This design comes from an exercise in tuning for small area on the open sky130 flow, not from production work.
The RTL was checked by simulation tests, not by an equivalence proof against the original design.
Power is estimated from default activity; no workload was simulated.

## sparmatic_core
module sparmatic_core (
    input  wire         clk,
    input  wire         rst,           
    input  wire         tick_en,
    input  wire         cmd_valid,
    input  wire [31:0]  cmd,
    input  wire [6:0]   irq_in,
    input  wire         rf_missed,
    input  wire         sync_pending,
    input  wire         need_analog,
    input  wire         need_fastclk,
    input  wire [7:0]   nv_marker,
    input  wire [7:0]   nv_year,
    input  wire [7:0]   nv_month,
    input  wire [7:0]   nv_day,
    input  wire [7:0]   nv_hour,
    input  wire [7:0]   nv_min,
    input  wire [7:0]   nv_sec,
    input  wire [7:0]   nv_addr,
    input  wire [671:0] nv_tab,        
    output reg          resp_valid,
    output reg  [2:0]   resp_status,
    output reg  [31:0]  resp_data,
    output reg          ovf,
    output reg          sec_tick,
    output reg          wake,
    output reg          sleep_ok,
    output reg  [1:0]   sleep_mode,
    output reg          fatal
);
Settings: LEC_CHECK=0, CAP_MARGIN=10, CORE_MARGIN=2, CORE_UTILIZATION=40, CTS_BUF_LIST=sky130_fd_sc_hd__clkbuf_4, GPL_TIMING_DRIVEN=0, PLACE_DENSITY=0.6, SLEW_MARGIN=10; clock period 30.0 ns.
standard.sh (not shown) runs the stock make flow with config.mk's settings and CLKGATE_MAP_FILE= SYNTH_SCRIPT=/design/flow/synth_recipe.tcl, a recipe that flattens the netlist after the stock synthesis.
==> flow/flow/run.sh <==
#!/bin/bash
# Layout flow: the standard flow (standard.sh) with these changes:
#  - synthesis runs flow/synth_area.tcl, which is synth_recipe.tcl with an
#    area-oriented logic mapping (same registers as the standard synthesis);
#  - the port buffers that placement inserts are sky130_fd_sc_hd__buf_1;
#  - clock tree synthesis uses sky130_fd_sc_hd__clkbuf_4 in clusters of at
#    most 8 sinks within 35 um, and adds no dummy loads.
# The make output goes to flow_make.log; ORFS keeps each step's log under
# orfs/logs.
set -euo pipefail
HERE=$(pwd)
export AREA_ABC_SCRIPT=$HERE/flow/abc_area.script
export FLOW_SYNTH_TCL=$HERE/synth_recipe.tcl
export BUFFER_PORTS_ARGS="-buffer_cell sky130_fd_sc_hd__buf_1"
export CTS_ARGS="-sink_clustering_enable -repair_clock_nets -buf_list sky130_fd_sc_hd__clkbuf_4 -dont_use_dummy_load -sink_clustering_size 8 -sink_clustering_max_diameter 35"
sed "s#SYNTH_SCRIPT=[^ ]*#SYNTH_SCRIPT=$HERE/flow/synth_area.tcl#" standard.sh > my_standard.sh
grep -q "SYNTH_SCRIPT=$HERE/flow/synth_area.tcl" my_standard.sh
bash my_standard.sh > flow_make.log 2>&1
==> flow/flow/abc_area.script <==
strash
&get -n
&st
&dch
&nf -R 1000 -p -C 32 -F 8 -E 50
&st
&dch
&nf -R 1000 -p -C 32 -F 8 -E 50
&put
==> flow/flow/synth_area.tcl <==
# The standard flow's synthesis (synth_recipe.tcl, unchanged) with two changes to how the
# logic is mapped; registers are mapped before either takes effect, so they
# are the same as in the standard synthesis:
#  - ABC maps the logic with an area-oriented script (flow/abc_area.script);
#  - adders are left to ABC instead of being extracted into fa/ha cells.
set ::env(ADDER_MAP_FILE) ""
proc abc {args} {
  set i [lsearch $args -script]
  if { $i >= 0 } {
    set args [lreplace $args [expr { $i + 1 }] [expr { $i + 1 }] $::env(AREA_ABC_SCRIPT)]
  }
  yosys abc {*}$args
}
source $::env(FLOW_SYNTH_TCL)
Rerun with:
CORE_UTILIZATION = 45   (was 40)
PLACE_DENSITY = 0.65   (was 0.6)
Outcome: Critical path depth stays the same. Flip-flop and latch count stays the same. Wire length decreases by 2.3%. Total power decreases by 0.59%. Clock skew increases by 0.010 ns. Final cell count decreases by 1.9%. Worst setup slack degrades by 0.39 ns. Area after synthesis stays the same.
Rerun with:
==> flow/flow/run.sh (replaced) <==
#!/bin/bash
# Layout flow: the standard flow (standard.sh) with these changes:
#  - synthesis runs flow/synth_area.tcl, which is synth_recipe.tcl with an
#    area-oriented logic mapping (same registers as the standard synthesis);
#  - the port buffers that placement inserts are sky130_fd_sc_hd__buf_1;
#  - clock tree synthesis uses sky130_fd_sc_hd__clkbuf_4 and adds no dummy
#    loads.
# The make output goes to flow_make.log; ORFS keeps each step's log under
# orfs/logs.
set -euo pipefail
HERE=$(pwd)
export AREA_ABC_SCRIPT=$HERE/flow/abc_area.script
export FLOW_SYNTH_TCL=$HERE/synth_recipe.tcl
export BUFFER_PORTS_ARGS="-buffer_cell sky130_fd_sc_hd__buf_1"
export CTS_ARGS="-sink_clustering_enable -repair_clock_nets -buf_list sky130_fd_sc_hd__clkbuf_4 -dont_use_dummy_load"
sed "s#SYNTH_SCRIPT=[^ ]*#SYNTH_SCRIPT=$HERE/flow/synth_area.tcl#" standard.sh > my_standard.sh
grep -q "SYNTH_SCRIPT=$HERE/flow/synth_area.tcl" my_standard.sh
bash my_standard.sh > flow_make.log 2>&1
==> flow/flow/abc_area.script (replaced) <==
strash
&get -n
&st
&dch
&nf -R 1000 -p -C 32 -F 8
&st
&dch
&nf -R 1000 -p -C 32 -F 8
&put
CORE_UTILIZATION = 40   (was 45)
PLACE_DENSITY = 0.6   (was 0.65)
The new run went through all stages and came out clean.
Clock power increases by 19%.
Count of clock-buffer cells in the layout went up by 65.
Worst hold slack gets worse by 0.019 ns.
Final area went up by 2.7%.
Critical path depth fell by 4.

## afterwards: timing with drivers on the ports
In the flow no input, the clock included, has a driving cell. The finished layouts below were timed again as built, in two steps. Step 1 assumes that a clkbuf_16 drives the clock port and a buf_2 every other input. Step 2, shift: input delay + t, output delay - t, t = (earliest + latest rising clock arrival at the registers) / 2. This alone moves slack from input paths to output paths. a / b / c = ideal / step 1 / step 2; a / b = the first two.
run	shift t [ns]	slack for setup (ns)	hold slack, ns
the first run	1.196	9.109 / 9.075 / 9.075	0.463 / 0.463 / 0.463
the second run	1.185	8.724 / 8.692 / 8.692	0.473 / 0.473 / 0.473
the third run	1.200	8.592 / 8.560 / 8.560	0.454 / 0.454 / 0.454
After both steps every run listed still meets setup and hold. For the first run, which loses most, drivers alone change the setup slack by -0.034 ns; drivers and shift together by -0.034 ns.
